This is an optimization exercise on Yosys and OpenROAD, whose aim is small area, a short achievable clock period and few clock cycles per item, not a production implementation.
Function was checked by simulation only, so behaviour that the tests miss may differ from the original.

Design csb_crc, start of the top module:
module csb_crc (
    input  wire        clk,
    input  wire        rst,         
    input  wire        in_valid,
    output wire        in_ready,
    input  wire        in_init,
    input  wire [2:0]  in_nbytes,   
    input  wire [31:0] in_data,
    output wire        idle,
    output wire [31:0] result
);
clock: 5.0 ns
lec_check: 0
cap_margin: 20
core_margin: 2
core_utilization: 40
slew_margin: 20
standard.sh (not shown) runs the stock make flow with config.mk's settings and CLKGATE_MAP_FILE= SYNTH_SCRIPT=/design/flow/synth_recipe.tcl, a recipe that flattens the netlist after the stock synthesis.
==> flow/flow/run.sh <==
#!/bin/bash
# Standard layout, with plain buf_1 cells as the port buffers.
export BUFFER_PORTS_ARGS="-buffer_cell sky130_fd_sc_hd__buf_1"
bash standard.sh > standard.log 2>&1
The baseline completed with no timing, DRC or antenna violations.
Testbench counts at the start, summed over its fixed seeds: cycles 24,576, bytes 97,536.
==> next run, changes <==
Settings changed: CORE_UTILIZATION 40 to 65, PLACE_DENSITY set to 0.75, SETUP_SLACK_MARGIN set to 2.5.
Final cell count shrinks by 8.7%.
Worst setup slack is better by 0.45 ns.
Sequential share of layout area shrinks by 0.78 points.
Wire length shrinks by 0.35%.
Global-route usage grows by 13 points.
Non-clock buffer count grows by 7.
Worst hold slack is better by 0.0071 ns.

========
Setup of job 2352:
Another version of the RTL of csb_crc (not shown whole).
Size: about 460 cells after synthesis, ~41 flip-flops, ~73 I/O pins.
## csb_crc
module csb_crc (
    input  wire        clk,
    input  wire        rst,         
    input  wire        in_valid,
    output wire        in_ready,
    input  wire        in_init,
    input  wire [2:0]  in_nbytes,   
    input  wire [31:0] in_data,
    output wire        idle,
    output wire [31:0] result
);
    localparam [31:0] POLY = 32'hEDB88320;
    reg [31:0] code;       
    reg        pend;       
    reg        part;       
    reg        back;       
    reg [3:0]  left;       
    reg        busy;       
    reg        idle_q;     
    function [31:0] unshift2;
        input [31:0] c;
        integer i;
        reg [31:0] t;
        begin
            t = c;
            for (i = 0; i < 2; i = i + 1)
                t = t[31] ? (((t ^ POLY) << 1) | 32'd1) : (t << 1);
            unshift2 = t;
        end
    endfunction
    wire accept  = in_valid & ~busy & ~rst;
    wire partial = ~in_nbytes[2] & (in_nbytes[1:0] != 2'd0);
    wire clr     = rst | (accept & in_init);
    wire [31:0] b = {in_data[31:24] & {8{accept & in_nbytes[2]}},
                     in_data[23:16] & {8{accept & (in_nbytes[2] | (in_nbytes[1] & in_nbytes[0]))}},
                     in_data[15:8]  & {8{accept & (in_nbytes[2] | in_nbytes[1])}},
                     in_data[7:0]   & {8{accept & (in_nbytes != 3'd0)}}};
    wire [31:0] x = ~code;
    wire [31:0] f;
    wire m32 = x[2] ^ x[7];
    wire m33 = x[0] ^ x[22];
    wire m34 = x[3] ^ x[6];
    wire m35 = x[1] ^ x[23];
    wire m36 = x[4] ^ m33;
    wire m37 = x[16] ^ x[28];
    wire m38 = x[11] ^ x[25];
    wire m39 = x[24] ^ x[30];
    wire m40 = x[17] ^ x[29];
    wire m41 = x[18] ^ x[26];
    wire m42 = x[5] ^ x[31];
    wire m43 = x[19] ^ x[27];
    wire m44 = x[12] ^ x[13];
    wire m45 = x[15] ^ m42;
    wire m46 = x[8] ^ x[9];
    wire m47 = x[20] ^ m32;
    wire m48 = x[14] ^ m43;
    wire m49 = m39 ^ m40;
    wire m50 = x[23] ^ m37;
    wire m51 = x[21] ^ m32;
    wire m52 = x[10] ^ m35;
  ...
clock: 5.0 ns
lec_check: 0
cap_margin: 20
core_margin: 2
core_utilization: 40
cts_buf_list: sky130_fd_sc_hd__clkbuf_4 sky130_fd_sc_hd__clkbuf_8
cts_cluster_diameter: 100
cts_cluster_size: 30
setup_slack_margin: 2.9
slew_margin: 20
==> flow/flow/run.sh <==
#!/bin/bash
# Standard layout, with plain buf_1 cells as the port buffers and the
# state flip-flops (which drive the whole next-state network and the
# result ports) upsized after placement.
set -e
export BUFFER_PORTS_ARGS="-buffer_cell sky130_fd_sc_hd__buf_1"
bash standard.sh place > standard_place.log 2>&1
openroad -no_init -exit flow/upsize.tcl > upsize.log 2>&1
bash standard.sh finish > standard.log 2>&1
==> flow/flow/upsize.tcl <==
# Upsize the code register's flip-flops in the placed design, then
# legalize the placement again.
set odb orfs/results/sky130hd/csb_crc/base/3_place.odb
read_db $odb
read_liberty $::env(FLOW_HOME)/platforms/sky130hd/lib/sky130_fd_sc_hd__tt_025C_1v80.lib
set block [ord::get_db_block]
set n 0
foreach inst [$block getInsts] {
  if {[[$inst getMaster] getName] eq "sky130_fd_sc_hd__dfxtp_1" && [string match "code*" [$inst getName]]} {
    replace_cell [$inst getName] sky130_fd_sc_hd__dfxtp_2
    incr n
  }
}
puts "upsized $n flip-flops"
detailed_placement
check_placement
write_db $odb
Job 2352 | status: complete | timing, DRC, antenna: pass
Testbench counts of job 2352, summed over its fixed seeds: cycles 24,576, bytes 97,536.
diff inputs: job 2352 => job 9957
--- a/flow/config.mk
+++ b/flow/config.mk
@@ -13,3 +13,5 @@
 export CTS_CLUSTER_SIZE = 30
-export SETUP_SLACK_MARGIN = 2.9
+export GPL_ROUTABILITY_DRIVEN = 0
+export SETUP_SLACK_MARGIN = 3.0
 export SLEW_MARGIN = 20
+export TNS_END_PERCENT = 0
==> comparison <==
Job 9957 was carried through to the last stage, and its layout satisfied the timing, DRC and antenna checks. Higher tightest slew margin relative to the limit goes to job 2352 over job 9957. | mean number of vias per cell | higher: job 2352 |. Of job 9957 and job 2352, the lower detailed-route wire length on metal 1 belongs to job 9957.
Input-level comparison between job 4443 and job 9957:
--- a/flow/config.mk
+++ b/flow/config.mk
@@ -13,5 +13,3 @@
 export CTS_CLUSTER_SIZE = 30
-export GPL_ROUTABILITY_DRIVEN = 0
 export SETUP_SLACK_MARGIN = 3.0
 export SLEW_MARGIN = 20
-export TNS_END_PERCENT = 0
## What came out
Total setup buffers inserted after CTS up 20 in job 4443 wrt job 9957
Job 4443 vs job 9957, wire length of the first global-routing pass went up by 240 um.
Compared with job 9957, placement density in the core of job 4443 is higher.
Comparing job 4443 against job 9957, there is no change at all in synthesized cell count.
Comparing job 4443 and job 9957, final setup slack of the worst path is lower on job 9957.
Flip-flop and latch count after synthesis: job 4443 vs job 9957 identical
[job 4443] final standard cell area without fillers rose 20% relative to job 9957
On clock tree cell share of total cell area, job 4443 and job 9957 are basically level.
Modified inputs, job 1265 compared to job 4443
--- a/flow/config.mk
+++ b/flow/config.mk
@@ -13,3 +13,6 @@
 export CTS_CLUSTER_SIZE = 30
+export GPL_ROUTABILITY_DRIVEN = 0
+export PLACE_DENSITY = 0.65
 export SETUP_SLACK_MARGIN = 3.0
 export SLEW_MARGIN = 20
+export TNS_END_PERCENT = 0
==> notes.md <==
Post-detailed-route via-to-cell ratio of job 1265 exceeds that of job 4443 by a few percent.
A critical-path cell with the highest stage delay of xnor3_1 is what job 4443 shows, while xnor3_2 belongs to job 1265.
Compare job 4443 and job 1265 | finished layout cell area higher: job 4443
Changes observed in job 1265 relative to job 4443: detailed-placement wirelength estimate went up by about 0.6%; worst setup slack went down by 0.16 ns.
Job 4443 has a higher fraction of met2 tracks used by global routing than job 1265.
Here is what was changed in the inputs of job 738 compared with job 1265.
--- a/flow/config.mk
+++ b/flow/config.mk
@@ -9,3 +9,3 @@
 export CORE_MARGIN = 2
-export CORE_UTILIZATION = 40
+export CORE_UTILIZATION = 55
 export CTS_BUF_LIST = sky130_fd_sc_hd__clkbuf_4 sky130_fd_sc_hd__clkbuf_8
@@ -13,4 +13,2 @@
 export CTS_CLUSTER_SIZE = 30
-export GPL_ROUTABILITY_DRIVEN = 0
-export PLACE_DENSITY = 0.65
 export SETUP_SLACK_MARGIN = 3.0
==> comparison <==
Diff job 1265 -> job 738: arrival time of the worst setup path fell by 0.10 ns, wire length on met3 up about 22%, number of buffers added for setup after CTS saw an increase. The met2 usage in global routing reported for job 738 is greater than that of job 1265 by 12 points. The area growth from synthesis to final layout of job 738 exceeds that of job 1265 by 14 points. Relative to job 1265, job 738 improves worst setup slack. Where total vias in the final route is concerned, job 1265 is better than job 738. As far as number of logic inverters in the finished layout goes, job 738 and job 1265 are indistinguishable; the numbers are identical.
diff inputs: job 738 => job 5437
--- a/flow/config.mk
+++ b/flow/config.mk
@@ -7,5 +7,5 @@
 export LEC_CHECK = 0
-export CAP_MARGIN = 20
+export CAP_MARGIN = 0
 export CORE_MARGIN = 2
-export CORE_UTILIZATION = 55
+export CORE_UTILIZATION = 40
 export CTS_BUF_LIST = sky130_fd_sc_hd__clkbuf_4 sky130_fd_sc_hd__clkbuf_8
@@ -14,3 +14,3 @@
 export SETUP_SLACK_MARGIN = 3.0
-export SLEW_MARGIN = 20
+export SLEW_MARGIN = 0
 export TNS_END_PERCENT = 0
[summary]
Re largest net degree at the start of global routing: no difference whatsoever between job 738 and job 5437.
On job 5437: global-route usage over all layers is 7.4 points lower than what job 738 gave.
From job 738 to job 5437 the numbers moved as follows: post-synthesis to final-layout area growth now sits lower, sequential share of layout area rose 1.3 points, required time of the critical path about even.
Worst-path maximum fanout: job 5437 > job 738
Total number of placement rows is lower on job 738
Going from job 738 to job 5437, share of final layout cell area taken by clock buffers and inverters grew by 0.25 points, summed area of non-filler cells in the final layout saw a decrease.
For job 5437 and job 738, there was not a single run that failed to finish clean.

## separate check: timing with driven ports
The flow's constraints put no driver on any port. The routed layouts listed below were extracted and timed again, unchanged, in two steps.
Step 1: set_driving_cell puts a clkbuf_16 on clk and a buf_2 on each other input, an assumption about the parent block.
Step 2, shift: input delay + t, output delay - t, t = (earliest + latest rising clock arrival at the registers) / 2. This alone moves slack from input paths to output paths.
a / b / c = ideal ports / drivers / drivers and shift; a / b = the first two.
run | t, ns | slack for setup (ns) | hold slack, ns
the first run of note 1 | 0.383 | 2.013 / 2.013 / 2.013 | 0.501 / 0.501 / 0.501
the second run of note 1 | 0.391 | 2.465 / 2.465 / 2.465 | 0.508 / 0.508 / 0.508
job 2352 | 0.340 | 2.915 / 2.882 / 2.690 | 0.561 / 0.561 / 0.561
job 9957 | 0.350 | 2.875 / 2.875 / 2.659 | 0.552 / 0.552 / 0.552
job 4443 | 0.339 | 2.967 / 2.943 / 2.716 | 0.571 / 0.571 / 0.571
job 1265 | 0.332 | 2.811 / 2.811 / 2.692 | 0.559 / 0.559 / 0.559
job 738 | 0.349 | 2.918 / 2.911 / 2.690 | 0.565 / 0.565 / 0.565
job 5437 | 0.343 | 2.876 / 2.876 / 2.620 | 0.552 / 0.552 / 0.552
After both steps setup and hold are still met in every run listed. The setup slack of job 5437, which loses most, moves by 0.000 ns with the drivers and by -0.256 ns with both steps.
